Source: an optimization exercise on an open RTL-to-GDS flow (aim: small area, a short achievable clock period and few clock cycles). Production flows keep margins and buffers that such runs may drop. In this exercise RTL edits were held to simulation tests only and were not proved equivalent to the original. Power is estimated from default activity; no workload was simulated.

## design/flow/design.v

```verilog
module iono_crc5 (
    input  wire [7:0] d2,
    input  wire [7:0] d1,
    input  wire [2:0] d0_top,
    output wire [4:0] crc
);
    assign crc[0] = ~(d2[6] ^ d2[5] ^ d2[4] ^ d1[7] ^ d1[5] ^ d1[2] ^ d1[1] ^ d0_top[2] ^ d0_top[1] ^ d0_top[0]);
    assign crc[1] = ~(d2[7] ^ d2[6] ^ d2[5] ^ d2[0] ^ d1[6] ^ d1[3] ^ d1[2] ^ d1[0] ^ d0_top[2] ^ d0_top[1]);
    assign crc[2] = ~(d2[7] ^ d2[5] ^ d2[4] ^ d2[1] ^ d1[5] ^ d1[4] ^ d1[3] ^ d1[2] ^ d1[0] ^ d0_top[1] ^ d0_top[0]);
    assign crc[3] = d2[6] ^ d2[5] ^ d2[2] ^ d1[6] ^ d1[5] ^ d1[4] ^ d1[3] ^ d1[1] ^ d0_top[2] ^ d0_top[1];
    assign crc[4] = d2[7] ^ d2[5] ^ d2[4] ^ d2[3] ^ d1[6] ^ d1[4] ^ d1[1] ^ d1[0] ^ d0_top[1] ^ d0_top[0];
endmodule
module iono_crc7 (
    input  wire [7:0] w1,
    input  wire [7:0] w0,
    output wire [6:0] crc
);
    assign crc[0] = ~(w1[7] ^ w1[6] ^ w1[4] ^ w1[3] ^ w1[2] ^ w1[1] ^ w0[5] ^ w0[4] ^ w0[3] ^ w0[2] ^ w0[1]);
    assign crc[1] = ~(w1[6] ^ w1[5] ^ w1[1] ^ w0[6] ^ w0[1] ^ w0[0]);
    assign crc[2] = w1[4] ^ w1[3] ^ w1[1] ^ w0[7] ^ w0[5] ^ w0[4] ^ w0[3] ^ w0[0];
    assign crc[3] = w1[5] ^ w1[4] ^ w1[2] ^ w1[0] ^ w0[6] ^ w0[5] ^ w0[4] ^ w0[1] ^ w0[0];
    assign crc[4] = w1[7] ^ w1[5] ^ w1[4] ^ w1[2] ^ w0[7] ^ w0[6] ^ w0[4] ^ w0[3];
    assign crc[5] = w1[7] ^ w1[5] ^ w1[4] ^ w1[2] ^ w1[1] ^ w1[0] ^ w0[7] ^ w0[3] ^ w0[2] ^ w0[1] ^ w0[0];
    assign crc[6] = w1[6] ^ w1[5] ^ w1[3] ^ w1[2] ^ w1[1] ^ w1[0] ^ w0[4] ^ w0[3] ^ w0[2] ^ w0[1] ^ w0[0];
endmodule
module iono_xact (
    input  wire        clk,
    input  wire        rst,
    input  wire        req_valid,
    output wire        req_ready,
    input  wire [2:0]  req_op,
    input  wire        req_bank,
    input  wire [6:0]  req_cmd,
    input  wire [7:0]  req_reg,
    input  wire [7:0]  req_data,
    output wire        rsp_valid,
    output wire        rsp_ok,
    output reg  [7:0]  rsp_value,
    output wire        ex_valid,
    input  wire        ex_ready,
    output wire [1:0]  ex_cs,
    output wire [23:0] ex_tx,
    input  wire        ex_rvalid,
    input  wire [23:0] ex_rx,
    output wire [1:0]  in_err,
    output wire [1:0]  out_err,
    output wire [1:0]  clr_pending,
    output wire [7:0]  in_inputs0,
    output wire [7:0]  in_inputs1
);
    localparam [2:0] OP_IN_READ   = 3'd0;
    localparam [2:0] OP_IN_WRITE  = 3'd1;
    localparam [2:0] OP_OUT_READ  = 3'd2;
    localparam [2:0] OP_OUT_WRITE = 3'd3;
    localparam [2:0] OP_OUT_CFG   = 3'd4;
    localparam [2:0] OP_CLEAR     = 3'd5;
    localparam [7:0]  OUT_CMD_READ_REG = 8'h7F;
    localparam [23:0] OUT_RT_FRAME     = 24'h050F03;   
    localparam [1:0]  ATTEMPTS_LAST    = 2'd2;
    reg        busy;       
    reg        vreq;       
    reg        rt;         
    reg        kin;        
    reg        wr;         
    reg        cfg;        
    reg        bank;
    reg [1:0]  attempt;
    reg        p1ok;       
    reg [15:0] f;          
    reg [6:0]  c;          
    reg        pend;       
    reg        ok5r;       
    reg        ok7r;       
    reg        eqr;        
    reg [1:0]  pin;        
    reg [1:0]  pout;       
    reg [7:0]  r0r;        
    reg        rspv_r, rsp_ok_r;
    reg [1:0]  in_err_r, out_err_r, clr_r;
    reg [7:0]  in0_r, in1_r;
    wire rb = cfg && !wr;                             
    wire last    = (attempt == ATTEMPTS_LAST);
    wire okw     = ok7r && (p1ok || !wr);               
    wire att_ok  = kin ? ok5r : okw;
    wire p_ok    = att_ok && (eqr || !rb);              
    wire p_done  = pend && (att_ok ? !(wr && cfg) : last);
    wire retry   = pend && !att_ok && !last;
    wire go      = pend && okw && wr && cfg;            
    assign rsp_valid      = rspv_r || p_done;
    assign rsp_ok         = pend ? p_ok : rsp_ok_r;
    assign in_err[0]      = pin[0]  ? !ok5r : in_err_r[0];
    assign in_err[1]      = pin[1]  ? !ok5r : in_err_r[1];
    assign out_err[0]     = pout[0] ? !(okw && (eqr || !rb)) : out_err_r[0];
    assign out_err[1]     = pout[1] ? !(okw && (eqr || !rb)) : out_err_r[1];
    assign clr_pending[0] = clr_r[0] && !(pout[0] && wr && f[15] && okw);
    assign clr_pending[1] = clr_r[1] && !(pout[1] && wr && f[15] && okw);
    assign in_inputs0     = (pin[0] && ok5r) ? r0r : in0_r;
    assign in_inputs1     = (pin[1] && ok5r) ? r0r : in1_r;
    wire [7:0] tx_w1 = rb ? OUT_CMD_READ_REG : f[15:8];
    assign ex_tx     = rt ? OUT_RT_FRAME : {tx_w1, f[7:0], 1'b0, c};
    assign ex_cs     = {!kin, bank};
    assign ex_valid  = vreq || retry || (ex_rvalid && rt);
    assign req_ready = !busy;
    wire       acc_req = !busy && req_valid;
    wire       op_in   = (req_op == OP_IN_READ) || (req_op == OP_IN_WRITE);
    wire       op_wr   = (req_op == OP_OUT_WRITE) || (req_op == OP_OUT_CFG);
    wire       kbit    = clr_r[req_bank];      
    reg  [7:0] nw1, nw0;
    always @(*) begin
        case (req_op)
            OP_IN_READ:  begin nw1 = {1'b0, req_cmd}; nw0 = 8'h00; end
            OP_IN_WRITE: begin nw1 = {1'b1, req_cmd}; nw0 = req_data; end
            OP_OUT_READ: begin nw1 = OUT_CMD_READ_REG; nw0 = req_reg; end
            default:     begin nw1 = {kbit, req_cmd}; nw0 = req_data; end
        endcase
    end
    wire [4:0] t5_cmd, t5_dat, t5_0;
    wire [6:0] t7_cmd, t7_dat, t7_reg, t7_0;
    wire [7:0] rsrc = busy ? rsp_value : req_reg;    
    iono_crc5 u_t5c (.d2({1'b0, req_cmd}), .d1(8'h00),    .d0_top(3'b000), .crc(t5_cmd));
    iono_crc5 u_t5d (.d2(8'h80),           .d1(req_data), .d0_top(3'b000), .crc(t5_dat));
    iono_crc5 u_t50 (.d2(8'h00),           .d1(8'h00),    .d0_top(3'b000), .crc(t5_0));
    iono_crc7 u_t7c (.w1({kbit, req_cmd}), .w0(8'h00),    .crc(t7_cmd));
    iono_crc7 u_t7d (.w1(8'h00),           .w0(req_data), .crc(t7_dat));
    iono_crc7 u_t7r (.w1(OUT_CMD_READ_REG), .w0(rsrc),    .crc(t7_reg));
    iono_crc7 u_t70 (.w1(8'h00),           .w0(8'h00),    .crc(t7_0));
    wire [4:0] c5_in = req_op[0] ? (t5_cmd ^ t5_dat ^ t5_0) : t5_cmd;
    wire [6:0] c7_wr = t7_cmd ^ t7_dat ^ t7_0;
    reg  [6:0] n_c;
    always @(*) begin
        if (busy)       n_c = t7_reg;
        else if (op_in) n_c = {2'b00, c5_in};
        else if (op_wr) n_c = c7_wr;
        else            n_c = t7_reg;
    end
    wire [4:0] rx_c5;
    wire [6:0] rx_c7;
    iono_crc5 u_rx5 (.d2(ex_rx[23:16]), .d1(ex_rx[15:8]), .d0_top(ex_rx[7:5]), .crc(rx_c5));
    iono_crc7 u_rx7 (.w1(ex_rx[23:16]), .w0(ex_rx[15:8]), .crc(rx_c7));
    wire ok5 = (rx_c5 == ex_rx[4:0]);
    wire ok7 = (rx_c7 == ex_rx[6:0]);
    wire eq  = (ex_rx[15:8] == f[15:8]);
    wire ex_acc   = ex_valid && ex_ready;
    wire echo     = busy && ex_rvalid;
    wire echo_p1  = echo && wr && rt;                 
    wire echo_fin = echo && !(wr && rt);              
    wire [1:0] bk = {bank, !bank};
    wire ldv = kin ? !f[15] : !wr;
    always @(posedge clk) begin
        if (rst) begin
            busy      <= 1'b0;
            vreq      <= 1'b0;
            rt        <= 1'b0;
            pend      <= 1'b0;
            pin       <= 2'b00;
            pout      <= 2'b00;
            rspv_r    <= 1'b0;
            in_err_r  <= 2'b00;
            out_err_r <= 2'b00;
            clr_r     <= 2'b00;
            in0_r     <= 8'd0;
            in1_r     <= 8'd0;
        end else begin
            in_err_r  <= in_err;
            out_err_r <= out_err;
            clr_r     <= clr_pending;
            in0_r     <= in_inputs0;
            in1_r     <= in_inputs1;
            rspv_r    <= 1'b0;
            pend <= echo_fin;
            pin  <= (echo_fin && kin)  ? bk : 2'b00;
            pout <= (echo_fin && !kin) ? bk : 2'b00;
            if (ex_acc) begin
                vreq <= 1'b0;
                if (wr) rt <= !rt;
            end
            if (acc_req) begin
                if (req_op == OP_CLEAR)
                    clr_r[req_bank] <= 1'b1;
                if (req_op >= OP_CLEAR) begin
                    rspv_r <= 1'b1;
                end else begin
                    busy <= 1'b1;
                    vreq <= 1'b1;
                end
            end
            if (echo_p1 && !ex_ready)
                vreq <= 1'b1;
            if (p_done)
                busy <= 1'b0;
            if (retry && !ex_ready)
                vreq <= 1'b1;
            if (go)
                vreq <= 1'b1;
        end
    end
    always @(posedge clk) begin
        rsp_ok_r <= rsp_ok;
        ok5r <= ok5;
        ok7r <= ok7;
        eqr  <= eq;
        r0r  <= ex_rx[23:16];
        if (acc_req) begin
            bank     <= req_bank;
            attempt  <= 2'd0;
            kin      <= op_in;
            wr       <= op_wr;
            cfg      <= (req_op == OP_OUT_CFG);
            rsp_ok_r <= (req_op == OP_CLEAR);
            f        <= {nw1, nw0};
            c        <= n_c;
            case (req_op)
                OP_OUT_WRITE: rsp_value <= req_data;
                OP_OUT_CFG:   rsp_value <= req_reg;
                default:      rsp_value <= 8'd0;
            endcase
        end
        if (echo_p1)
            p1ok <= ok7;
        if (echo_fin && ldv)
            rsp_value <= ex_rx[15:8];
        if (retry)
            attempt <= attempt + 2'd1;
        if (go) begin
            f       <= {f[7:0], rsp_value};
            c       <= n_c;
            wr      <= 1'b0;
            attempt <= 2'd0;
        end
    end
endmodule
```

## design/flow/flow/run.sh

```bash
#!/bin/bash
# The standard layout, with two changes to how it is made:
# - the smallest buffer on every input and output port (the standard flow's
#   buffer_ports otherwise picks a larger delay buffer);
# - synthesis does not map to the 3-input XOR/XNOR cells (slow on the CRC trees).
set -euo pipefail
export BUFFER_PORTS_ARGS="-buffer_cell sky130_fd_sc_hd__buf_1"
cd "$(dirname "$0")/.."
plat=$(make -s --no-print-directory -C "$FLOW_HOME" DESIGN_CONFIG="$PWD/config.mk" WORK_HOME="$PWD/orfs" print-DONT_USE_CELLS | sed -n 's/^DONT_USE_CELLS: //p')
extra="sky130_fd_sc_hd__xor3_1 sky130_fd_sc_hd__xor3_2 sky130_fd_sc_hd__xor3_4 sky130_fd_sc_hd__xnor3_1 sky130_fd_sc_hd__xnor3_2 sky130_fd_sc_hd__xnor3_4"
echo "DONT_USE_CELLS: $plat $extra" > dont_use.log
bash standard.sh DONT_USE_CELLS="$plat $extra" finish > standard.log 2>&1
```

## design/flow/standard.sh

```bash
#!/bin/bash
# synth_recipe.tcl (not shown) runs the flow's synth.tcl, then flattens the netlist and writes it again
# the make line also repeats each setting of config.mk as NAME=value (left out here)
make -C /OpenROAD-flow-scripts/flow DESIGN_CONFIG=/design/flow/config.mk WORK_HOME=/design/flow/orfs CLKGATE_MAP_FILE= SYNTH_SCRIPT=/design/flow/synth_recipe.tcl "${@:-finish}"
```

## design/flow/config.mk

```make
export PLATFORM = sky130hd
export DESIGN_NAME = iono_xact
export DESIGN_NICKNAME = iono_xact
export VERILOG_FILES = /design/flow/design.v
export SDC_FILE = /design/flow/constraint.sdc
export NUM_CORES = 4
export LEC_CHECK = 0
export CAP_MARGIN = 20
export CORE_MARGIN = 2
export CORE_UTILIZATION = 40
export SETUP_SLACK_MARGIN = 2.4
export SLEW_MARGIN = 20
```

## design/flow/constraint.sdc

```tcl
create_clock -name core_clock -period 5.0 [get_ports {clk}]
set_input_delay 1.0000 -clock core_clock [delete_from_list [all_inputs] [get_ports {clk}]]
set_output_delay 1.0000 -clock core_clock [all_outputs]
set_load 0.01 [all_outputs]
```

==> flow_metrics.env, run 1 <==
export IMPL_start_kind="flop"
export IMPL_viasPerCell=4.99
export IMPL_max_cap_violations=0
export IMPL_area_growth_pct=19.1
export IMPL_status="no timing/DRC/antenna violations"
export IMPL_crit_fanout=3
export IMPL_io_pin_count=116
export IMPL_startpoint="p1ok$_DFFE_PP_"
export IMPL_crit_type="reg -> out"
export IMPL_setup_viol=0
export IMPL_ant_nets=0
export IMPL_final_area_um2=6160
export IMPL_grt_pass1_vias=4287
export IMPL_dp_hpwl_um=11000
export IMPL_drt_total_wl_um=14200
export IMPL_place_ws_ns=2.00
export IMPL_core_area_um2=12600
export IMPL_antenna_cells=0
export IMPL_async_reset_ff_share_pct=0
export IMPL_fp_dieArea_um2=13800
export IMPL_h_tree_depth=3
export IMPL_grt_usage_pct=20.5
export IMPL_clock_sinks=81
export IMPL_drt_wirelength_per_cell_um=16.8
export IMPL_worst_pin_slew_ns=0.660
export IMPL_timing_rr_end="c[3]$_DFFE_PP_"
export IMPL_cts_buffer_depth=2
export IMPL_die_w_um=118
export IMPL_synth_fp_nets=622
export IMPL_final_hold_viol_count=0
export IMPL_nets=724
export IMPL_fmax_ghz=0.376
export IMPL_dp_cells=818
export IMPL_cts_made_buffers=9
export IMPL_cts_tree="done"
export IMPL_grt_first_pass_wirelength_um=22300
export IMPL_synth_edf_count=35
export IMPL_placed_cell_area_um2=5680
export IMPL_grt_max_degree=37
export IMPL_arrival_ns=1.66
export IMPL_ir_drop_uv=198
export IMPL_timing_final_crit_share_pct=53.2
export IMPL_clock_latency_ns=0.34
export IMPL_yosys_warnings=1
export IMPL_num_vias=4210
export IMPL_synth_ff_type="dfxtp_1"
export IMPL_final_max_slew_violation_count=0
export IMPL_overflow=0
export IMPL_path_clk_slew_ns=0.06
export IMPL_postCtsHoldBufs=0
export IMPL_antenna_found_initial=0
export IMPL_netlist_instances=565
export IMPL_ys_ff_latch=81
export IMPL_die_h_um=118
export IMPL_r2r_start="busy$_SDFFE_PP0P_"
export IMPL_firstDrtPassIters=4
export IMPL_io_buffers=114
export IMPL_drc=0
export IMPL_syn_area_um2=5170
export IMPL_reg2reg_slack_ns=2.80
export IMPL_max_slew_margin_pct=55.8
export IMPL_critPathRequiredTime_ns=4.00
export IMPL_end_kind="output pin"
export IMPL_period_minus_slack_ns=2.66
export IMPL_layout_cells_non_filler=844
export IMPL_power_density_nw_per_um2=324
export IMPL_rows=41
export IMPL_yosysSeqAreaShare_pct=38.2
export IMPL_final_setup_worst_slack_ns=2.34
export IMPL_cts_root_buf="clkbuf_16"
export IMPL_setup_tns_ns=0
export IMPL_initial_core_util_pct=40.9
export IMPL_finClkSkew_ns=0.00880
export IMPL_leakage_nw=2.27
export IMPL_syn_avg_cell_area_um2=9.15
export IMPL_r2r_cells=6
export IMPL_hp_class="reg -> reg"
export IMPL_drt_iter0_drc=271
export IMPL_endpoint="rsp_valid"
export IMPL_grt_setup_unrepaired="true"
export IMPL_finish_utilization_pct=48.8
export IMPL_drive_gt1_share_pct=13.1
export IMPL_yosysUniqueCellTypes=48
export IMPL_gp_congestion=0.900
state kept, by name, summed over array words and instances (netlist names), 2 cells and up:
signal / count
r0r: 8
rsp_value: 8
pout: 2
pin: 2
in0_r: 8
f: 16
in1_r: 8
c: 7
attempt: 2
clr_r: 2
out_err_r: 2
in_err_r: 2
how the worst min path moves through the flow:
stage / from / to / slack [ns] / cells past startpoint
2_1_floorplan: bank$_DFFE_PP_ / pin[0]$_SDFF_PP0_ / 0.46 / 1
3_3_place_gp: bank$_DFFE_PP_ / pin[0]$_SDFF_PP0_ / 0.50 / 1
3_5_place_dp: bank$_DFFE_PP_ / pin[0]$_SDFF_PP0_ / 0.52 / 1
4_1_cts: bank$_DFFE_PP_ / pin[0]$_SDFF_PP0_ / 0.53 / 1
5_1_grt: bank$_DFFE_PP_ / pin[0]$_SDFF_PP0_ / 0.56 / 1
6_report: bank$_DFFE_PP_ / pin[0]$_SDFF_PP0_ / 0.54 / 1
metal layers:
metal	vias up	GRT usage, %	wire length (µm)
met5	-	0	0
met4	0	6.10	299
met2	128	34.4	6760
met1	1981	25.8	6300
met3	22	5.28	824
li1	2079	-	-
area by class of cell:
cell class | instances | area [µm²]
Fill cell | 1256 | 6460
Timing Repair Buffer | 128 | 554
Sequential cell | 81 | 1980
Tap cell | 172 | 215
Clock inverter | 6 | 46.3
Clock buffer | 10 | 250
Multi-Input combinational cell | 437 | 3070
Inverter | 10 | 37.5
cell usage after synthesis, types with 3 or more instances:
cell	instances	area, µm²
nor3_1	6	30.0
mux2i_1	10	100
nand2_1	44	165
o21ai_0	21	105
nor2_1	54	203
clkbuf_1	30	113
xor2_1	30	263
nand3_1	13	65.1
and2_1	6	37.5
and3_1	5	31.3
inv_1	8	30.0
xnor2_1	114	998
nand2b_1	4	25.0
or3_1	4	25.0
mux2_2	17	191
nor2b_1	36	225
edfxtp_1	35	1050
a21oi_1	14	70.1
a31oi_1	9	56.3
buf_2	3	15.0
or2_2	10	62.6
dfxtp_1	46	921
buf_4	3	22.5
nor3b_1	3	22.5
o311ai_0	3	26.3
a22oi_1	9	67.6
critical path, stage by stage (launching register included):
cell and delay [ns]:
edfxtp_1 0.44, o21ai_2 0.20, o21ai_2 0.10, o211a_1 0.23
or2_4 0.24, buf_6 0.12
where the power goes:
group	switching [W]	total, W	internal, W
combinational	0.000304	0.000558	0.000254
clock	0.000283	0.000655	0.000372
sequential	0.0000386	0.000781	0.000743
total	0.000625	0.00199	0.00137
per-stage QoR:
step                hold WS (ns)  total power, W
floorplan                  0.461         0.00119
global placement           0.495         0.00133
detailed placement         0.520         0.00133
CTS                        0.533         0.00200
global route               0.561         0.00209
finish                     0.538         0.00199
placed cells by master, fill, tap and decap left out, drive strengths merged, types with 2 or more instances in the layout:
master,n
a211oi,2
a21boi,2
a21oi,14
a221oi,2
a22oi,9
a31oi,9
and2,7
and3,5
buf,123
clkbuf,15
clkinv,3
dfxtp,46
edfxtp,35
inv,13
mux2,17
mux2i,10
nand2,44
nand2b,4
nand3,13
nand4,2
nor2,54
nor2b,36
nor3,6
nor3b,3
o211a,2
o21ai,21
o311ai,3
or2,11
or3,4
xnor2,116
xor2,31
cell families after synthesis:
kind of cell             count (synthesis)  share of synthesized area (%)
multiplexers                            27                           5.64
other                                    1                         0.0726
flip-flops                              81                           38.2
adder cells (fa/ha/maj)                  1                          0.242
AND/OR/NAND/NOR                        191                           18.1
XOR/XNOR                               147                           25.4
AO/OA/AOI/OAI                           70                           8.57
buffers and inverters                   47                           3.90
what timing repair did:
| item | 4_1_cts | 5_1_grt |
|---|---|---|
| endpoints found under the hold margin | 0 | 0 |
| endpoints found under the setup margin | 35 | 16 |
| pin swaps | 3 | 2 |
| gates cloned | 0 | 0 |
| buffers inserted | 5 | 5 |
| resized for setup | 22 | 17 |
Testbench counts, summed over its fixed seeds: cycles 10,194.
==> run 2: changes to the inputs <==
--- a/design/flow/design.v
+++ b/design/flow/design.v
@@ -68,32 +68,34 @@
     reg        p1ok;       
     reg [15:0] f;          
     reg [6:0]  c;          
-    reg        pend;       
     reg        ok5r;       
     reg        ok7r;       
-    reg        eqr;        
+    reg [7:0]  r0r;        
     reg [1:0]  pin;        
     reg [1:0]  pout;       
-    reg [7:0]  r0r;        
-    reg        rspv_r, rsp_ok_r;
+    reg        q_k;        
+    reg        q_o;        
+    reg        q_ol;       
+    reg        q_ok;       
+    reg        r_k;        
+    reg        r_o;        
+    reg        g_c;        
+    reg [1:0]  pc;         
+    reg        rv0;        
+    reg        rok0;       
     reg [1:0]  in_err_r, out_err_r, clr_r;
     reg [7:0]  in0_r, in1_r;
     wire rb = cfg && !wr;                             
-    wire last    = (attempt == ATTEMPTS_LAST);
-    wire okw     = ok7r && (p1ok || !wr);               
-    wire att_ok  = kin ? ok5r : okw;
-    wire p_ok    = att_ok && (eqr || !rb);              
-    wire p_done  = pend && (att_ok ? !(wr && cfg) : last);
-    wire retry   = pend && !att_ok && !last;
-    wire go      = pend && okw && wr && cfg;            
-    assign rsp_valid      = rspv_r || p_done;
-    assign rsp_ok         = pend ? p_ok : rsp_ok_r;
+    wire retry = (r_k && !ok5r) || (r_o && !ok7r);
+    wire go    = g_c && ok7r;                         
+    assign rsp_valid      = rv0 || (q_k && ok5r) || (q_o && ok7r) || (q_ol && !ok7r);
+    assign rsp_ok         = rok0 || (q_k && ok5r) || (q_ok && ok7r);
     assign in_err[0]      = pin[0]  ? !ok5r : in_err_r[0];
     assign in_err[1]      = pin[1]  ? !ok5r : in_err_r[1];
-    assign out_err[0]     = pout[0] ? !(okw && (eqr || !rb)) : out_err_r[0];
-    assign out_err[1]     = pout[1] ? !(okw && (eqr || !rb)) : out_err_r[1];
-    assign clr_pending[0] = clr_r[0] && !(pout[0] && wr && f[15] && okw);
-    assign clr_pending[1] = clr_r[1] && !(pout[1] && wr && f[15] && okw);
+    assign out_err[0]     = pout[0] ? !(q_ok && ok7r) : out_err_r[0];
+    assign out_err[1]     = pout[1] ? !(q_ok && ok7r) : out_err_r[1];
+    assign clr_pending[0] = clr_r[0] && !(pc[0] && ok7r);
+    assign clr_pending[1] = clr_r[1] && !(pc[1] && ok7r);
     assign in_inputs0     = (pin[0] && ok5r) ? r0r : in0_r;
     assign in_inputs1     = (pin[1] && ok5r) ? r0r : in1_r;
     wire [7:0] tx_w1 = rb ? OUT_CMD_READ_REG : f[15:8];
@@ -145,16 +147,24 @@
     wire echo_p1  = echo && wr && rt;                 
     wire echo_fin = echo && !(wr && rt);              
     wire [1:0] bk = {bank, !bank};
+    wire last     = (attempt == ATTEMPTS_LAST);
+    wire p1g      = p1ok || !wr;                      
     wire ldv = kin ? !f[15] : !wr;
     always @(posedge clk) begin
         if (rst) begin
             busy      <= 1'b0;
             vreq      <= 1'b0;
             rt        <= 1'b0;
-            pend      <= 1'b0;
             pin       <= 2'b00;
             pout      <= 2'b00;
-            rspv_r    <= 1'b0;
+            q_k       <= 1'b0;
+            q_o       <= 1'b0;
+            q_ol      <= 1'b0;
+            r_k       <= 1'b0;
+            r_o       <= 1'b0;
+            g_c       <= 1'b0;
+            pc        <= 2'b00;
+            rv0       <= 1'b0;
             in_err_r  <= 2'b00;
             out_err_r <= 2'b00;
             clr_r     <= 2'b00;
@@ -166,10 +176,16 @@
             clr_r     <= clr_pending;
             in0_r     <= in_inputs0;
             in1_r     <= in_inputs1;
-            rspv_r    <= 1'b0;
-            pend <= echo_fin;
             pin  <= (echo_fin && kin)  ? bk : 2'b00;
             pout <= (echo_fin && !kin) ? bk : 2'b00;
+            q_k  <= echo_fin && kin;
+            q_o  <= echo_fin && !kin && p1g && !(wr && cfg);
+            q_ol <= echo_fin && !kin && last;
+            r_k  <= echo_fin && kin && !last;
+            r_o  <= echo_fin && !kin && !last && p1g;
+            g_c  <= echo_fin && wr && cfg && p1ok;
+            pc   <= (echo_fin && wr && f[15] && p1ok) ? bk : 2'b00;
+            rv0  <= echo_fin && last && (kin || !p1g);
             if (ex_acc) begin
                 vreq <= 1'b0;
                 if (wr) rt <= !rt;
@@ -178,7 +194,7 @@
                 if (req_op == OP_CLEAR)
                     clr_r[req_bank] <= 1'b1;
                 if (req_op >= OP_CLEAR) begin
-                    rspv_r <= 1'b1;
+                    rv0 <= 1'b1;
                 end else begin
                     busy <= 1'b1;
                     vreq <= 1'b1;
@@ -186,7 +202,9 @@
             end
             if (echo_p1 && !ex_ready)
                 vreq <= 1'b1;
-            if (p_done)
+            if (echo_fin && !kin && !last && !p1g)
+                vreq <= 1'b1;
+            if (rsp_valid)
                 busy <= 1'b0;
             if (retry && !ex_ready)
                 vreq <= 1'b1;
@@ -195,18 +213,17 @@
         end
     end
     always @(posedge clk) begin
-        rsp_ok_r <= rsp_ok;
         ok5r <= ok5;
         ok7r <= ok7;
-        eqr  <= eq;
         r0r  <= ex_rx[23:16];
+        q_ok <= echo_fin && !kin && p1g && (eq || !rb);
+        rok0 <= acc_req && (req_op == OP_CLEAR);
         if (acc_req) begin
             bank     <= req_bank;
             attempt  <= 2'd0;
             kin      <= op_in;
             wr       <= op_wr;
             cfg      <= (req_op == OP_OUT_CFG);
-            rsp_ok_r <= (req_op == OP_CLEAR);
             f        <= {nw1, nw0};
             c        <= n_c;
             case (req_op)
@@ -219,7 +236,7 @@
             p1ok <= ok7;
         if (echo_fin && ldv)
             rsp_value <= ex_rx[15:8];
-        if (retry)
+        if (echo_fin)
             attempt <= attempt + 2'd1;
         if (go) begin
             f       <= {f[7:0], rsp_value};
--- a/design/flow/config.mk
+++ b/design/flow/config.mk
@@ -8,5 +8,5 @@
 export CAP_MARGIN = 20
 export CORE_MARGIN = 2
 export CORE_UTILIZATION = 40
-export SETUP_SLACK_MARGIN = 2.4
+export SETUP_SLACK_MARGIN = 2.6
 export SLEW_MARGIN = 20
==> run 2 against run 1 <==
  * Still clean
  * Combinational power grew 3%
  * Critical path type unchanged
  * Maximum frequency is 8.1% higher
  * Clock-buffer cell count is 1 lower
==> flow_metrics.env, run 2 <==
export IMPL_status="no timing/DRC/antenna violations"
export IMPL_syn_avg_cell_area_um2=9.75
export IMPL_core_area_um2=13200
export IMPL_area_growth_pct=17.3
export IMPL_ant_nets=0
export IMPL_timing_final_crit_share_pct=49.2
export IMPL_yosysMostFrequentCell="xnor2_1"
export IMPL_syn_area_um2=5440
export IMPL_drc=0
export IMPL_worstPathCellList="nor2b_4, or3_1, buf_2"
export IMPL_clock_sinks=88
export IMPL_r2r_start="g_c$_SDFF_PP0_"
export IMPL_yosysTopAreaCell="dfxtp_1"
export IMPL_grt_setup_unrepaired="true"
export IMPL_yosys_warnings=1
export IMPL_power_density_nw_per_um2=324
export IMPL_final_cell_mix="xnor2_1 (100), buf_1 (99), nor2_1 (48), dfxtp_1 (48), xor2_1 (41)"
export IMPL_synth_ff_type="dfxtp_1"
export IMPL_leakage_nw=2.32
export IMPL_dp_cells=814
export IMPL_cts_root_buf="clkbuf_16"
export IMPL_worst_pin_slew_ns=0.906
export IMPL_dp_hpwl_um=11000
export IMPL_end_kind="output pin"
export IMPL_crit_fanout=9
export IMPL_start_kind="flop"
export IMPL_drt_wirelength_per_cell_um=16.9
export IMPL_critPathRequiredTime_ns=4.00
export IMPL_ys_ff_latch=88
export IMPL_synth_area_leaders="dfxtp_1 (20%), edfxtp_1 (19%), xnor2_1 (16%), xor2_1 (6.6%), nor2b_1 (4.6%)"
export IMPL_synth_fp_nets=615
export IMPL_fp_dieArea_um2=14500
export IMPL_largest_reg_flops=16
export IMPL_antenna_found_initial=0
export IMPL_period_minus_slack_ns=2.46
export IMPL_setup_viol=0
export IMPL_max_slew_margin_pct=39.4
export IMPL_fmax_ghz=0.406
export IMPL_largest_register="f"
export IMPL_cts_tree="done"
export IMPL_setup_tns_ns=0
export IMPL_async_reset_ff_share_pct=0
export IMPL_yosysSeqAreaShare_pct=38.8
export IMPL_clock_latency_ns=0.35
export IMPL_layout_cells_non_filler=835
export IMPL_met3_usage_pct=4.62
export IMPL_max_stage_delay_ns=0.43
export IMPL_drive_gt1_share_pct=15.2
export IMPL_cts_made_buffers=9
export IMPL_finish_utilization_pct=48.2
export IMPL_slowest_stage="edfxtp_1"
export IMPL_met1_usage_pct=26.9
export IMPL_path_clk_slew_ns=0.07
export IMPL_grt_usage_pct=19.8
export IMPL_netlist_instances=558
export IMPL_synth_edf_count=35
export IMPL_viasPerCell=5.04
export IMPL_nets=711
export IMPL_p_total_w=0.00207
export IMPL_postCtsHoldBufs=0
export IMPL_ir_drop_uv=154
export IMPL_io_buffers=114
export IMPL_initial_core_util_pct=41.1
export IMPL_io_pin_count=116
export IMPL_finClkSkew_ns=0.00610
export IMPL_crit_type="reg -> out"
export IMPL_final_max_slew_violation_count=0
export IMPL_overflow=0
export IMPL_arrival_ns=1.46
export IMPL_firstDrtPassIters=5
export IMPL_antenna_cells=0
export IMPL_drt_iter0_drc=273
export IMPL_top_usage_layer="met2"
export IMPL_num_vias=4205
export IMPL_min_from="ok7r$_DFF_P_"
export IMPL_rows=42
export IMPL_h_tree_depth=3
export IMPL_fillers=1304
export IMPL_synth_top_area_share_pct=19.5
export IMPL_gp_congestion=0.890
export IMPL_grt_first_pass_wirelength_um=22000
export IMPL_grt_pass1_vias=4107
export IMPL_groute_layer_met2_usage_pct=30.6
export IMPL_drt_total_wl_um=14100
export IMPL_die_w_um=121
export IMPL_final_hold_viol_count=0
export IMPL_die_h_um=121
export IMPL_yosys_top_cells_count="xnor2_1 (101), dfxtp_1 (53), nor2_1 (50)"
export IMPL_yosysUniqueCellTypes=51
export IMPL_layout_commonest_cell="xnor2_1"
export IMPL_max_cap_violations=0
export IMPL_cts_buffer_depth=2
export IMPL_startpoint="cfg$_DFFE_PP_"
export IMPL_grt_max_degree=30
export IMPL_hp_class="reg -> reg"
[run 2: layer usage]
layer  up-vias  part of all wire [%]
met4         0                   2.6
li1       2057                     -
met3        32                   6.6
met2       154                    45
met1      1962                    46
met5         -                     0
[run 2: power breakdown]
part | total (W) | internal (W) | switching (W)
registers | 0.000843 | 0.000799 | 0.0000437
logic | 0.000577 | 0.000262 | 0.000316
clock network | 0.000647 | 0.000347 | 0.000300
total | 0.00207 | 0.00141 | 0.000660
[run 2: cell families (layout without fill, tap and decap cells)]
family          count (synthesis)  count (layout)  share of synthesized area, %
simple gates                  162             162                          15.2
xor+xnor                      155             155                          27.0
flops                          88              88                          38.8
compound gates                 81              81                          9.53
buf+inv                        45             146                          4.05
mux                            25              25                          5.15
fa+ha+maj                       1               1                         0.230
other cells                     1               1                        0.0690
[run 2: what timing repair did]
item,in CTS,in global routing
pin swaps,0,2
resized for setup,22,28
endpoints found under the setup margin,88,58
buffers inserted,0,5
hold endpoints to repair,0,0
[run 2: worst max-delay path: cells and delay by family (launching register included)]
family / cells / cell delay [ns]
flip-flops: 1 / 0.43
AND/OR/NAND/NOR: 2 / 0.53
buffers and inverters: 1 / 0.16
[run 2: path summary, 6_finish.rpt]
kind / depth (start not counted) / endpoint / slack (ns)
setup / recovery: 3 / ex_tx[16] / 2.54
hold reg to reg: 1 / attempt[1]$_SDFFE_PP0P_ / 0.49
hold / removal: 1 / attempt[1]$_SDFFE_PP0P_ / 0.49
setup reg to reg: 2 / f[9]$_DFFE_PP_ / 2.92
[run 2: per-stage QoR]
stage / area [µm²] / hold WS, ns / setup WS (ns)
after global placement: 5910 / 0.513 / 2.17
after floorplan: 5440 / 0.454 / 2.60
final: 6380 / 0.486 / 2.54
after detailed placement: 5910 / 0.525 / 2.07
after global routing: 6380 / 0.498 / 2.48
after CTS: 6240 / 0.540 / 2.52
[run 2: final cells by class]
type                       instances  area, µm²  area share [%]
inverter                          10       40.0           0.628
sequential                        88       2130            33.3
timing repair buffer             120        504            7.91
clock inverter                     7       57.6           0.902
tap                              176        220            3.45
clock buffer                       9        225            3.53
multi-input combinational        425       3200            50.2
Testbench counts of run 2, summed over its fixed seeds: cycles 10,194.
==> run 3: changes to the inputs <==
--- a/design/flow/config.mk
+++ b/design/flow/config.mk
@@ -8,5 +8,6 @@
 export CAP_MARGIN = 20
 export CORE_MARGIN = 2
 export CORE_UTILIZATION = 40
-export SETUP_SLACK_MARGIN = 2.6
+export CTS_BUF_LIST = sky130_fd_sc_hd__clkbuf_8
+export SETUP_SLACK_MARGIN = 2.4
 export SLEW_MARGIN = 20
==> run 3 against run 2 <==
  * Critical path depth unchanged
  * Synthesized cell count unchanged
  * Utilization down 1.9 points
  * Cell count down 0.60%
  * Still clean on timing, DRC and antenna
  * Worst hold slack better by 0.062 ns
  * Routed wire length down 1.1%
  * First-iteration DRC count up 9.5%
  * Clock-buffer cell count unchanged
  * Final area down 4.0%
  * Die area unchanged
  * Clock skew up 0.0033 ns
  * Combinational power down 3%
==> flow_metrics.env, run 3 <==
export IMPL_gp_congestion=0.890
export IMPL_power_density_nw_per_um2=306
export IMPL_setup_tns_ns=0
export IMPL_netlist_instances=558
export IMPL_grt_usage_pct=19.8
export IMPL_ir_drop_uv=145
export IMPL_overflow=0
export IMPL_syn_area_um2=5440
export IMPL_layout_commonest_cell="buf_1"
export IMPL_postCtsHoldBufs=0
export IMPL_synth_simple_area_share_pct=15.2
export IMPL_syn_avg_cell_area_um2=9.75
export IMPL_die_w_um=121
export IMPL_dp_cells=814
export IMPL_synthMuxAreaShare_pct=5.15
export IMPL_max_cap_violations=0
export IMPL_crit_type="reg -> out"
export IMPL_grt_max_degree=30
export IMPL_io_pin_count=116
export IMPL_drt_iter0_drc=299
export IMPL_p_comb_share_pct=29.9
export IMPL_multi_input_area_um2=3130
export IMPL_cts_root_buf="clkbuf_8"
export IMPL_antenna_found_initial=0
export IMPL_largest_reg_flops=16
export IMPL_synth_edf_count=35
export IMPL_layout_cells_non_filler=830
export IMPL_synth_ff_type="dfxtp_1"
export IMPL_hp_class="reg -> reg"
export IMPL_critPathRequiredTime_ns=4.00
export IMPL_cts_buffer_depth=2
export IMPL_grt_setup_unrepaired="true"
export IMPL_period_minus_slack_ns=2.57
export IMPL_drt_wirelength_per_cell_um=16.8
export IMPL_final_max_slew_violation_count=0
export IMPL_drive_gt1_share_pct=10.9
export IMPL_synth_fp_nets=615
export IMPL_fillers=1332
export IMPL_final_hold_viol_count=0
export IMPL_worst_pin_slew_ns=0.946
export IMPL_synth_compound_area_share_pct=9.53
export IMPL_final_setup_worst_slack_ns=2.43
export IMPL_core_area_um2=13200
export IMPL_clock_sinks=88
export IMPL_largest_register="f"
export IMPL_clock_latency_ns=0.37
export IMPL_antenna_cells=0
export IMPL_area_growth_pct=12.6
export IMPL_leakage_nw=2.20
export IMPL_setup_viol=0
export IMPL_io_buffers=114
export IMPL_synth_top_area_share_pct=19.5
export IMPL_yosys_area_share_adder_pct=0.230
export IMPL_crit_fanout=8
export IMPL_yosysMostFrequentCell="xnor2_1"
export IMPL_initial_core_util_pct=41.1
export IMPL_drt_total_wl_um=14000
export IMPL_power_frac_seq_pct=44.8
export IMPL_end_kind="output pin"
export IMPL_num_vias=4176
export IMPL_final_cell_mix="buf_1 (112), xnor2_1 (101), nor2_1 (50)"
export IMPL_cts_tree="done"
export IMPL_yosysSeqAreaShare_pct=38.8
export IMPL_finClkSkew_ns=0.00938
export IMPL_async_reset_ff_share_pct=0
export IMPL_p_int_w=0.00124
export IMPL_yosys_top_cells_count="xnor2_1 (101), dfxtp_1 (53), nor2_1 (50)"
export IMPL_grt_first_pass_wirelength_um=21900
export IMPL_yosysTopAreaCell="dfxtp_1"
export IMPL_nets=706
export IMPL_viasPerCell=5.03
export IMPL_arrival_ns=1.57
export IMPL_status="no timing/DRC/antenna violations"
export IMPL_fmax_ghz=0.388
export IMPL_clkPwrFrac_pct=25.3
export IMPL_p_switching_w=0.000634
export IMPL_ff_latch_area_um2=2120
export IMPL_fp_dieArea_um2=14500
export IMPL_firstDrtPassIters=5
export IMPL_rows=42
export IMPL_h_tree_depth=3
export IMPL_drc=0
export IMPL_ant_nets=0
export IMPL_finish_utilization_pct=46.2
export IMPL_yosysUniqueCellTypes=51
export IMPL_max_slew_margin_pct=36.7
export IMPL_yosys_warnings=1
export IMPL_timing_final_crit_share_pct=51.5
export IMPL_dp_hpwl_um=11000
export IMPL_cts_made_buffers=9
export IMPL_die_h_um=121
export IMPL_grt_pass1_vias=4093
export IMPL_swShare_pct=33.8
export IMPL_ys_ff_latch=88
export IMPL_place_ws_ns=2.07
export IMPL_path_clk_slew_ns=0.09
export IMPL_start_kind="flop"
export IMPL_synth_area_leaders="dfxtp_1 (20%), edfxtp_1 (19%), xnor2_1 (16%), xor2_1 (6.6%), nor2b_1 (4.6%)"
export IMPL_synth_top_family_by_area="XOR/XNOR gates"
export IMPL_synth_xor_area_share_pct=27.0
## run 3: cell count changes in the layout (fill, tap and decap cells not counted), moves of 4 or more
cell	change
buf_4	-5
clkbuf_8	+9
nand2_1	+4
buf_2	-9
clkbuf_16	-9
buf_1	+13
## run 3: power by group through the flow
| stage | Clock [W] | Sequential, W | Combinational (W) |
|---|---|---|---|
| 2_1_floorplan | 0 | 0.000837 | 0.000436 |
| 3_3_place_gp | 0 | 0.000854 | 0.000552 |
| 3_5_place_dp | 0 | 0.000854 | 0.000558 |
| 4_1_cts | 0.000486 | 0.000838 | 0.000562 |
| 5_1_grt | 0.000522 | 0.000845 | 0.000612 |
| 6_report | 0.000475 | 0.000839 | 0.000560 |
## run 3: layer usage
layer / share of wire [%] / routed length [µm] / global-route usage, %
met1: 46 / 6370 / 26.7
met2: 45 / 6310 / 30.7
met3: 6.7 / 932 / 4.72
met4: 2.6 / 363 / 7.49
met5: 0 / 0 / 0
## run 3: timing repair
action | 4_1_cts | 5_1_grt
cloned | 0 | 0
buffers inserted | 0 | 0
hold endpoints to repair | 0 | 0
gates resized for setup | 6 | 6
endpoints found under the setup margin | 63 | 47
## run 3: path summary, 6_finish.rpt
check | start | end | slack, ns | cells past startpoint
worst max-delay path | ok5r$_DFF_P_ | in_inputs1[6] | 2.43 | 3
worst min-delay path | attempt[1]$_SDFFE_PP0P_ | attempt[1]$_SDFFE_PP0P_ | 0.55 | 2
worst max register to register | rt$_SDFFE_PP0P_ | rsp_value[1]$_DFFE_PP_ | 2.77 | 4
worst min register to register | attempt[1]$_SDFFE_PP0P_ | attempt[1]$_SDFFE_PP0P_ | 0.55 | 2
## run 3: layout make-up
class | count | share of cell area, %
well taps | 176 | 3.60
flip-flops and latches | 88 | 34.6
inverters | 10 | 0.613
clock buffers | 9 | 2.02
multi-input cells | 425 | 51.1
clock inverters | 7 | 0.940
repair buffers | 115 | 7.15
## run 3: kinds of logic (layout without fill, tap and decap cells)
| logic type | after synthesis | in the layout |
|---|---|---|
| simple gates | 162 | 162 |
| xor+xnor | 155 | 155 |
| flops | 88 | 88 |
| compound gates | 81 | 81 |
| buf+inv | 45 | 141 |
| mux | 25 | 25 |
| fa+ha+maj | 1 | 1 |
| other cells | 1 | 1 |
## run 3: critical path, cell delays in order, from the launching register on
cell and delay (ns):
dfxtp_2 0.36, nand2_1 0.30, mux2_2 0.41, buf_1 0.13
## run 3: stage by stage
| step | area (µm²) | hold WS (ns) | total power [W] |
|---|---|---|---|
| after floorplan | 5440 | 0.454 | 0.00127 |
| after global placement | 5910 | 0.513 | 0.00141 |
| after detailed placement | 5910 | 0.525 | 0.00141 |
| after CTS | 6110 | 0.543 | 0.00189 |
| after global routing | 6120 | 0.561 | 0.00198 |
| final | 6120 | 0.548 | 0.00187 |
==> run 4: changes to the inputs <==
--- a/design/flow/config.mk
+++ b/design/flow/config.mk
@@ -7,7 +7,6 @@
 export LEC_CHECK = 0
 export CAP_MARGIN = 20
 export CORE_MARGIN = 2
-export CORE_UTILIZATION = 40
-export CTS_BUF_LIST = sky130_fd_sc_hd__clkbuf_8
+export CORE_UTILIZATION = 65
 export SETUP_SLACK_MARGIN = 2.4
 export SLEW_MARGIN = 20
==> run 4 against run 3 <==
  * Clock power increased by 17%
  * Clock skew rose by 0.0024 ns
  * Worst hold slack worse by 0.036 ns
  * Combinational power up 1%
  * Routed wire length fell by 1.9%
  * Sequential cell count unchanged
  * Cell count is 8.6% lower
  * Utilization rose by 28 points
  * Clock-buffer cell count rose by 1
  * Final area down 0.74%
  * Maximum frequency increased by 0.70%
==> flow_metrics.env, run 4 <==
export IMPL_period_minus_slack_ns=2.56
export IMPL_dp_hpwl_um=10600
export IMPL_overflow=0
export IMPL_yosysSeqAreaShare_pct=38.8
export IMPL_multi_input_area_um2=3130
export IMPL_end_kind="output pin"
export IMPL_leakage_nw=2.22
export IMPL_fmax_ghz=0.391
export IMPL_final_setup_worst_slack_ns=2.44
export IMPL_async_reset_ff_share_pct=0
export IMPL_final_max_slew_violation_count=0
export IMPL_grt_max_degree=30
export IMPL_io_pin_count=116
export IMPL_hp_class="reg -> reg"
export IMPL_final_hold_viol_count=0
export IMPL_largest_reg_flops=16
export IMPL_grt_setup_unrepaired="true"
export IMPL_drc=0
export IMPL_synth_area_leaders="dfxtp_1 (20%), edfxtp_1 (19%), xnor2_1 (16%), xor2_1 (6.6%), nor2b_1 (4.6%)"
export IMPL_min_from="cfg$_DFFE_PP_"
export IMPL_setup_viol=0
export IMPL_synth_top_area_share_pct=19.5
export IMPL_core_area_um2=8180
export IMPL_cts_tree="done"
export IMPL_num_vias=4278
export IMPL_arrival_ns=1.56
export IMPL_die_w_um=95.5
export IMPL_layout_commonest_cell="buf_1"
export IMPL_crit_type="reg -> out"
export IMPL_cts_made_buffers=9
export IMPL_area_growth_pct=11.8
export IMPL_ff_latch_area_um2=2120
export IMPL_worst_pin_slew_ns=0.979
export IMPL_firstDrtPassIters=5
export IMPL_cts_buffer_depth=2
export IMPL_clock_sinks=88
export IMPL_largest_register="f"
export IMPL_r2r_start="rt$_SDFFE_PP0P_"
export IMPL_ant_nets=0
export IMPL_max_cap_violations=0
export IMPL_ir_drop_uv=163
export IMPL_antenna_cells=0
export IMPL_ys_ff_latch=88
export IMPL_yosys_top_cells_count="xnor2_1 (101), dfxtp_1 (53), nor2_1 (50)"
export IMPL_clock_latency_ns=0.37
export IMPL_path_clk_slew_ns=0.10
export IMPL_critPathRequiredTime_ns=4.00
export IMPL_drt_iter0_drc=295
export IMPL_fillers=620
export IMPL_yosysMostFrequentCell="xnor2_1"
export IMPL_grt_usage_pct=31.0
export IMPL_min_path_cells=1
export IMPL_viasPerCell=5.64
export IMPL_nets=706
export IMPL_status="no timing/DRC/antenna violations"
export IMPL_timing_final_crit_share_pct=51.1
export IMPL_synth_fp_nets=615
export IMPL_drive_gt1_share_pct=11.0
export IMPL_yosysTopAreaCell="dfxtp_1"
export IMPL_grt_pass1_vias=4139
export IMPL_initial_core_util_pct=66.5
export IMPL_syn_area_um2=5440
export IMPL_min_to="g_c$_SDFF_PP0_"
export IMPL_yosysUniqueCellTypes=51
export IMPL_antenna_found_initial=0
export IMPL_finClkSkew_ns=0.0118
export IMPL_power_density_nw_per_um2=323
export IMPL_r2r_cells=4
export IMPL_io_buffers=114
export IMPL_fp_dieArea_um2=9110
export IMPL_postCtsHoldBufs=0
export IMPL_reg2reg_slack_ns=2.72
export IMPL_rows=33
export IMPL_cts_root_buf="clkbuf_8"
export IMPL_h_tree_depth=3
export IMPL_timing_rr_end="rsp_value[4]$_DFFE_PP_"
export IMPL_yosys_warnings=1
export IMPL_netlist_instances=558
export IMPL_drt_wirelength_per_cell_um=18.1
export IMPL_max_slew_margin_pct=34.5
export IMPL_gp_congestion=0.956
export IMPL_crit_fanout=8
export IMPL_die_h_um=95.5
export IMPL_place_ws_ns=2.08
export IMPL_final_cell_mix="buf_1 (111), xnor2_1 (101), nor2_1 (50), dfxtp_1 (50), xor2_1 (41)"
export IMPL_grt_first_pass_wirelength_um=21000
export IMPL_syn_avg_cell_area_um2=9.75
export IMPL_drt_total_wl_um=13700
export IMPL_synth_edf_count=35
export IMPL_synth_ff_type="dfxtp_1"
export IMPL_start_kind="flop"
export IMPL_setup_tns_ns=0
-- run 4: cell counts after synthesis --
No cell type changed its count.
-- run 4: metrics by stage --
step	power [W]	instances	utilization (%)	hold slack [ns]	instance area (µm²)
floorplan	0.00127	558	-	0.454	5440
global placement	0.00140	743	71.2	0.489	5820
detailed placement	0.00141	743	71.2	0.490	5820
CTS	0.00196	759	74.1	0.513	6060
global route	0.00205	759	74.4	0.542	6080
finish	0.00196	759	74.4	0.513	6080
-- run 4: cells by family after synthesis --
group	synth area share, %
simple gates	15.2
xor+xnor	27.0
flops	38.8
compound gates	9.53
buf+inv	4.05
mux	5.15
fa+ha+maj	0.230
other cells	0.0690
-- run 4: worst max path at each step --
stage | start | depth (start not counted) | end | slack [ns]
floorplan | req_op[1] | 6 | c[2]$_DFFE_PP_ | 2.60
global placement | ex_rx[12] | 7 | p1ok$_DFFE_PP_ | 2.10
detailed placement | ex_rx[12] | 7 | p1ok$_DFFE_PP_ | 2.08
global route | req_op[0] | 7 | c[2]$_DFFE_PP_ | 2.35
finish | ok5r$_DFF_P_ | 3 | in_inputs0[6] | 2.44
CTS | ok5r$_DFF_P_ | 4 | ex_valid | 2.37
-- run 4: final cells by class --
class	instances	area share, %
clock inverter	6	1.34
tap	105	2.16
sequential	88	34.8
inverter	10	0.617
clock buffer	10	2.45
multi-input combinational	425	51.4
timing repair buffer	115	7.22
-- run 4: per-layer routing --
layer	global-route usage, %	part of all wire [%]
met3	7.04	8.8
met5	0	0
met2	48.9	46
met4	11.8	2.4
met1	41.5	43
-- run 4: timing repair --
action | 4_1_cts | 5_1_grt
endpoints found under the setup margin | 42 | 46
pin swaps | 0 | 0
buffers inserted | 0 | 0
endpoints found under the hold margin | 0 | 0
gates resized for setup | 3 | 8
-- run 4: worst max-delay path, cell delays in order (launching register included) --
cell,delay (ns)
dfxtp_2,0.37
nand2_1,0.29
mux2_2,0.40
buf_1,0.14
-- run 4: report_power, final --
part	switching, W	internal [W]
registers	0.0000418	0.000798
logic	0.000316	0.000251
clock network	0.000284	0.000272
==> run 5: changes to the inputs <==
--- a/design/flow/config.mk
+++ b/design/flow/config.mk
@@ -5,8 +5,9 @@
 export SDC_FILE = /design/flow/constraint.sdc
 export NUM_CORES = 4
 export LEC_CHECK = 0
+export ABC_AREA = 1
 export CAP_MARGIN = 20
 export CORE_MARGIN = 2
-export CORE_UTILIZATION = 65
+export CORE_UTILIZATION = 40
 export SETUP_SLACK_MARGIN = 2.4
 export SLEW_MARGIN = 20
==> run 5 against run 4 <==
  * Cell count is 85% higher
  * Clock skew is 0.0027 ns lower
  * Still clean on timing, DRC and antenna
  * Maximum frequency is 1.8% higher
  * Sequential power barely moved
  * Via count is 60% higher
  * Clock power rose by 19%
  * Routed wire length up 49%
  * Synthesized cell count increased by 94%
==> flow_metrics.env, run 5 <==
export IMPL_final_cell_mix="nand2_1 (388), inv_1 (139), buf_1 (110)"
export IMPL_nets=1238
export IMPL_core_area_um2=16600
export IMPL_synth_ff_type="dfxtp_1"
export IMPL_async_reset_ff_share_pct=0
export IMPL_antenna_cells=0
export IMPL_area_growth_pct=13.2
export IMPL_slowest_stage="buf_1"
export IMPL_dp_cells=1386
export IMPL_status="no timing/DRC/antenna violations"
export IMPL_netlist_instances=1082
export IMPL_path_clk_slew_ns=0.06
export IMPL_start_kind="input port"
export IMPL_power_frac_seq_pct=39.0
export IMPL_rows=47
export IMPL_max_cap_violations=0
export IMPL_layout_cells_non_filler=1406
export IMPL_h_tree_depth=3
export IMPL_max_slew_margin_pct=37.3
export IMPL_p_int_w=0.00140
export IMPL_clock_latency_ns=0.34
export IMPL_setup_tns_ns=0
export IMPL_ys_ff_latch=88
export IMPL_postCtsHoldBufs=0
export IMPL_crit_fanout=7
export IMPL_grt_first_pass_wirelength_um=31400
export IMPL_ant_nets=0
export IMPL_initial_core_util_pct=41.0
export IMPL_worst_pin_slew_ns=0.938
export IMPL_hp_class="reg -> reg"
export IMPL_largest_reg_flops=16
export IMPL_p_switching_w=0.000757
export IMPL_end_kind="flop"
export IMPL_yosys_warnings=1
export IMPL_groute_layer_met2_usage_pct=33.1
export IMPL_synth_area_leaders="nand2_1 (21%), dfxtp_1 (16%), edfxtp_1 (15%), inv_1 (7.8%), nand3_1 (6.2%)"
export IMPL_fp_dieArea_um2=18100
export IMPL_viasPerCell=4.87
export IMPL_drt_total_wl_um=20400
export IMPL_met3_usage_pct=4.05
export IMPL_firstDrtPassIters=5
export IMPL_final_hold_viol_count=0
export IMPL_p_comb_share_pct=30.2
export IMPL_arrival_ns=2.68
export IMPL_crit_type="in -> reg"
export IMPL_cts_tree="done"
export IMPL_yosysMostFrequentCell="nand2_1"
export IMPL_drc=0
export IMPL_yosysTopAreaCell="nand2_1"
export IMPL_fmax_ghz=0.398
export IMPL_period_minus_slack_ns=2.51
export IMPL_clkPwrFrac_pct=30.8
export IMPL_dp_hpwl_um=16100
export IMPL_die_w_um=135
export IMPL_top_usage_layer="met1"
export IMPL_max_stage_delay_ns=0.40
export IMPL_timing_final_crit_share_pct=50.2
export IMPL_antenna_found_initial=0
export IMPL_synth_fp_nets=1139
export IMPL_grt_usage_pct=22.3
export IMPL_layout_commonest_cell="nand2_1"
export IMPL_grt_setup_unrepaired="true"
export IMPL_worstPathCellList="buf_1, inv_1, nand2_1, nand3_1, a21o_1, nand2_1, nand2_1, nand2_1, inv_1, nor2_1, nand2_1, nor2_1"
export IMPL_fillers=1788
export IMPL_drive_gt1_share_pct=9.36
export IMPL_yosysUniqueCellTypes=39
export IMPL_final_max_slew_violation_count=0
export IMPL_io_pin_count=116
export IMPL_leakage_nw=4.05
export IMPL_grt_max_degree=36
export IMPL_gp_congestion=0.925
export IMPL_drt_wirelength_per_cell_um=14.5
export IMPL_swShare_pct=35.2
export IMPL_die_h_um=135
export IMPL_grt_pass1_vias=5946
export IMPL_num_vias=6854
export IMPL_synth_edf_count=35
export IMPL_overflow=0
export IMPL_setup_viol=0
export IMPL_synth_top_area_share_pct=21.5
export IMPL_io_buffers=114
export IMPL_syn_avg_cell_area_um2=6.31
export IMPL_syn_area_um2=6820
export IMPL_yosysSeqAreaShare_pct=31.0
export IMPL_yosys_top_cells_count="nand2_1 (390), inv_1 (142), nor2_1 (87)"
export IMPL_finClkSkew_ns=0.00908
export IMPL_power_density_nw_per_um2=279
export IMPL_ir_drop_uv=171
export IMPL_cts_buffer_depth=2
export IMPL_clock_sinks=88
export IMPL_drt_iter0_drc=576
export IMPL_cts_made_buffers=9
export IMPL_largest_register="f"
export IMPL_critPathRequiredTime_ns=5.16
export IMPL_worst_path_most_repeated_cell="nand2_1"
export IMPL_met1_usage_pct=33.4
export IMPL_cts_root_buf="clkbuf_16"
-- run 5: changes by cell type after synthesis, moves of 10 or more --
cell,change
inv_1,+133
nand3_1,+80
o21ai_0,+30
clkbuf_1,-10
mux2_2,-18
xnor2_2,-10
nand2_1,+359
o22ai_1,+14
nor2b_1,-40
a22oi_1,-10
xnor2_1,-68
nor2_1,+37
or2_2,+20
nand2_2,+25
-- run 5: power by group through the flow --
stage / sequential, W / combinational, W / clock, W
after floorplan: 0.000836 / 0.000483 / 0
after global placement: 0.000855 / 0.000632 / 0
after detailed placement: 0.000854 / 0.000638 / 0
after CTS: 0.000840 / 0.000642 / 0.000676
after global routing: 0.000846 / 0.000732 / 0.000703
final: 0.000841 / 0.000649 / 0.000663
-- run 5: cell families (layout without fill, tap and decap cells) --
| group | after synthesis | in the layout | synth area share (%) |
|---|---|---|---|
| other | 1 | 1 | 0.0550 |
| AND/OR/NAND/NOR | 643 | 643 | 40.3 |
| buffers and inverters | 180 | 284 | 11.1 |
| XOR/XNOR | 69 | 69 | 9.08 |
| AO/OA/AOI/OAI | 100 | 100 | 8.34 |
| adder cells (fa/ha/maj) | 1 | 1 | 0.183 |
| flip-flops | 88 | 88 | 31.0 |
-- run 5: worst paths after layout --
kind	startpoint	end	slack (ns)	cells after the start
min reg2reg	attempt[1]$_SDFFE_PP0P_	attempt[1]$_SDFFE_PP0P_	0.47	2
min	attempt[1]$_SDFFE_PP0P_	attempt[1]$_SDFFE_PP0P_	0.47	2
max	ex_rx[13]	p1ok$_DFFE_PP_	2.49	12
max reg2reg	busy$_SDFFE_PP0P_	c[0]$_DFFE_PP_	2.77	3
-- run 5: cell type report --
type                            count  area, µm²  area share (%)
Sequential cell                    88       2120            27.4
Tap cell                          220        275            3.56
Timing Repair Buffer              120        478            6.19
Inverter                          148        556            7.19
Multi-Input combinational cell    814       3990            51.7
Clock inverter                      5       46.3           0.599
Clock buffer                       11        254            3.29
-- run 5: per-stage QoR --
stage	setup WS [ns]	hold WS [ns]	instance area [µm²]	util, %	power [W]
6_report	2.49	0.470	7720	46.4	0.00215
4_1_cts	2.38	0.471	7650	46.0	0.00216
3_5_place_dp	2.04	0.463	7340	44.1	0.00149
2_1_floorplan	2.74	0.447	6820	-	0.00132
5_1_grt	2.34	0.490	7720	46.4	0.00228
3_3_place_gp	2.05	0.461	7340	44.1	0.00149
-- run 5: critical path, delay by kind of cell --
| kind | cells | cell delay (ns) |
|---|---|---|
| buf+inv | 3 | 0.69 |
| simple gates | 8 | 0.78 |
| compound gates | 1 | 0.21 |
-- run 5: per-layer routing --
layer | vias up | part of all wire, %
met5 | - | 0
met4 | 0 | 1.3
met3 | 16 | 7.3
met2 | 249 | 42
met1 | 3013 | 49
li1 | 3576 | -
-- run 5: repair_timing --
item,CTS,global route
endpoints found under the setup margin,74,44
resized for setup,8,17
setup buffers,0,4
pin swaps,0,2
==> run 6: changes to the inputs <==
--- a/design/flow/config.mk
+++ b/design/flow/config.mk
@@ -5,9 +5,9 @@
 export SDC_FILE = /design/flow/constraint.sdc
 export NUM_CORES = 4
 export LEC_CHECK = 0
-export ABC_AREA = 1
 export CAP_MARGIN = 20
 export CORE_MARGIN = 2
 export CORE_UTILIZATION = 40
+export PLACE_DENSITY = 0.8
 export SETUP_SLACK_MARGIN = 2.4
 export SLEW_MARGIN = 20
==> run 6 against run 5 <==
  * Via count shrank 38%
  * Routed wire length shrank 34%
  * Still clean on timing, DRC and antenna
  * Power shrank 5.6%
  * First-iteration DRC count shrank 41%
  * Clock power shrank 4.2%
  * Combinational power shrank 14%
  * Highest routed layer unchanged
  * Maximum frequency shrank 1.6%
  * Clock-buffer cell count shrank 1
  * Global-route usage shrank 2.8 points
  * Synthesized cell count shrank 48%
==> flow_metrics.env, run 6 <==
export IMPL_yosys_warnings=1
export IMPL_synth_ff_type="dfxtp_1"
export IMPL_io_buffers=114
export IMPL_slowest_stage="dfxtp_1"
export IMPL_gp_congestion=0.920
export IMPL_final_area_um2=6210
export IMPL_antenna_cells=0
export IMPL_drt_wirelength_per_cell_um=16.3
export IMPL_grt_max_degree=30
export IMPL_drt_iter0_drc=339
export IMPL_crit_type="reg -> out"
export IMPL_clock_sinks=88
export IMPL_clkPwrFrac_pct=31.2
export IMPL_dp_hpwl_um=10500
export IMPL_rows=42
export IMPL_layout_commonest_cell="buf_1"
export IMPL_ys_ff_latch=88
export IMPL_antenna_found_initial=0
export IMPL_finish_utilization_pct=46.9
export IMPL_start_kind="flop"
export IMPL_synth_edf_count=35
export IMPL_max_cap_violations=0
export IMPL_yosysTopAreaCell="dfxtp_1"
export IMPL_grt_pass1_vias=4061
export IMPL_synth_top_area_share_pct=19.5
export IMPL_finClkSkew_ns=0.00756
export IMPL_fillers=1282
export IMPL_ant_nets=0
export IMPL_yosysMostFrequentCell="xnor2_1"
export IMPL_netlist_instances=558
export IMPL_cts_setup_buffers=0
export IMPL_h_tree_depth=3
export IMPL_setup_tns_ns=0
export IMPL_area_growth_pct=14.2
export IMPL_yosys_top_cells_count="xnor2_1 (101), dfxtp_1 (53), nor2_1 (50)"
export IMPL_grt_first_pass_wirelength_um=21800
export IMPL_cts_root_buf="clkbuf_16"
export IMPL_drc=0
export IMPL_synth_area_leaders="dfxtp_1 (20%), edfxtp_1 (19%), xnor2_1 (16%), xor2_1 (6.6%), nor2b_1 (4.6%)"
export IMPL_placed_cell_area_um2=5910
export IMPL_status="no timing/DRC/antenna violations"
export IMPL_critPathRequiredTime_ns=4.00
export IMPL_syn_avg_cell_area_um2=9.75
export IMPL_setup_viol=0
export IMPL_syn_area_um2=5440
export IMPL_p_switching_w=0.000640
export IMPL_io_pin_count=116
export IMPL_drive_gt1_share_pct=10.6
export IMPL_fmax_ghz=0.392
export IMPL_core_area_um2=13200
export IMPL_fp_dieArea_um2=14500
export IMPL_p_comb_share_pct=27.5
export IMPL_cts_buffer_depth=2
export IMPL_initial_core_util_pct=41.1
export IMPL_end_kind="output pin"
export IMPL_drt_total_wl_um=13500
export IMPL_grt_usage_pct=19.4
export IMPL_clock_latency_ns=0.35
export IMPL_path_clk_slew_ns=0.07
export IMPL_cts_made_buffers=9
export IMPL_async_reset_ff_share_pct=0
export IMPL_firstDrtPassIters=6
export IMPL_cts_tree="done"
export IMPL_grt_setup_unrepaired="true"
export IMPL_arrival_ns=1.55
export IMPL_synth_fp_nets=615
export IMPL_die_w_um=121
export IMPL_max_stage_delay_ns=0.46
export IMPL_leakage_nw=2.23
export IMPL_viasPerCell=5.10
export IMPL_period_minus_slack_ns=2.55
export IMPL_overflow=0
export IMPL_timing_final_crit_share_pct=51.1
export IMPL_num_vias=4229
export IMPL_die_h_um=121
export IMPL_largest_reg_flops=16
export IMPL_cp_top_family="flip-flops"
export IMPL_final_max_slew_violation_count=0
export IMPL_swShare_pct=31.5
export IMPL_power_density_nw_per_um2=327
export IMPL_largest_register="f"
export IMPL_yosysUniqueCellTypes=51
export IMPL_ir_drop_uv=174
export IMPL_final_hold_viol_count=0
export IMPL_nets=706
export IMPL_path_buf_inv=2
export IMPL_p_int_w=0.00139
export IMPL_crit_fanout=5
export IMPL_worst_pin_slew_ns=0.970
export IMPL_yosysSeqAreaShare_pct=38.8
export IMPL_hp_class="reg -> reg"
export IMPL_power_frac_seq_pct=41.3
export IMPL_worstPathCellList="inv_1, a221oi_2, nand2_1, buf_1"
export IMPL_final_cell_mix="buf_1 (113), xnor2_1 (101), dfxtp_1 (51)"
export IMPL_max_slew_margin_pct=35.1
run 6: changes by cell type in the layout (fill, tap and decap cells not counted), moves of 10 or more:
cell     delta
nand2_1   -360
inv_1     -130
nand3_1    -80
xnor2_1    +68
nor2b_1    +39
nor2_1     -36
o21ai_0    -28
nand2_2    -22
or2_2      -20
mux2_2     +18
o22ai_1    -14
a22oi_1    +10
xnor2_2    +10
run 6: through the flow:
stage | setup slack [ns] | instances | total power, W | hold slack [ns]
global placement | 2.13 | 814 | 0.00140 | 0.502
CTS | 2.39 | 830 | 0.00204 | 0.504
floorplan | 2.60 | 558 | 0.00127 | 0.454
global route | 2.32 | 830 | 0.00213 | 0.548
finish | 2.45 | 830 | 0.00203 | 0.509
detailed placement | 2.10 | 814 | 0.00141 | 0.491
run 6: worst paths after layout:
path,cells past startpoint,to,start,slack (ns)
worst max-delay path,4,ex_valid,ok5r$_DFF_P_,2.45
worst min-delay path,1,attempt[1]$_SDFFE_PP0P_,g_c$_SDFF_PP0_,0.51
worst max register to register,4,rsp_value[6]$_DFFE_PP_,rt$_SDFFE_PP0P_,2.75
worst min register to register,1,attempt[1]$_SDFFE_PP0P_,g_c$_SDFF_PP0_,0.51
run 6: power groups by stage:
stage                     Sequential [W]  Combinational [W]  Clock (W)
after floorplan                 0.000837           0.000436          0
after global placement          0.000853           0.000549          0
after detailed placement        0.000853           0.000556          0
after CTS                       0.000838           0.000558   0.000643
after global routing            0.000845           0.000611   0.000679
final                           0.000839           0.000558   0.000635
run 6: cell type report:
cell class	count	area (µm²)	share of cell area, %
Multi-Input combinational cell	425	3130	50.3
Clock inverter	6	46.3	0.745
Inverter	10	37.5	0.604
Clock buffer	10	229	3.69
Sequential cell	88	2110	34.0
Tap cell	176	220	3.55
Timing Repair Buffer	115	437	7.03
run 6: cells by family after synthesis:
group                    after synthesis  share of synthesized area, %
multiplexers                          25                          5.15
flip-flops                            88                          38.8
adder cells (fa/ha/maj)                1                         0.230
buffers and inverters                 45                          4.05
AO/OA/AOI/OAI                         81                          9.53
AND/OR/NAND/NOR                      162                          15.2
XOR/XNOR                             155                          27.0
other                                  1                        0.0690
run 6: timing repair:
action / in CTS / in global routing
cloned: 0 / 0
setup endpoints to repair: 40 / 53
gates resized for setup: 3 / 6
hold buffers: 0 / 0
run 6: layer usage:
| metal | global-route usage [%] | wire, µm |
|---|---|---|
| met3 | 4.34 | 866 |
| met5 | 0 | 0 |
| met1 | 25.6 | 6100 |
| met4 | 7.19 | 303 |
| met2 | 31.1 | 6270 |

afterwards: timing with drivers on the ports:
No port has a modelled driver above. Below, the same layouts with a new extraction and two added sets of constraints. Step 1 assumes that a clkbuf_16 drives the clock port and a buf_2 every other input. Step 2, shift: input delay + t, output delay - t, t = (earliest + latest rising clock arrival at the registers) / 2. This alone moves slack from input paths to output paths. a / b / c = no drivers / after step 1 / after step 2; a / b = the first two.
| run | shift t [ns] | slack for setup (ns) | worst setup path at the end |
|---|---|---|---|
| run 1 | 0.378 | 2.341 / 2.301 / 2.132 | input to register |
| run 2 | 0.379 | 2.539 / 2.502 / 2.266 | input to register |
| run 3 | 0.403 | 2.426 / 2.393 / 2.141 | input to register |
| run 4 | 0.393 | 2.444 / 2.409 / 2.098 | input to register |
| run 5 | 0.376 | 2.488 / 2.457 / 2.124 | input to register |
| run 6 | 0.385 | 2.446 / 2.408 / 2.127 | input to register |
After both steps every run listed still meets setup and hold. For run 5, which loses most, drivers alone change the setup slack by -0.031 ns; drivers and shift together by -0.364 ns.
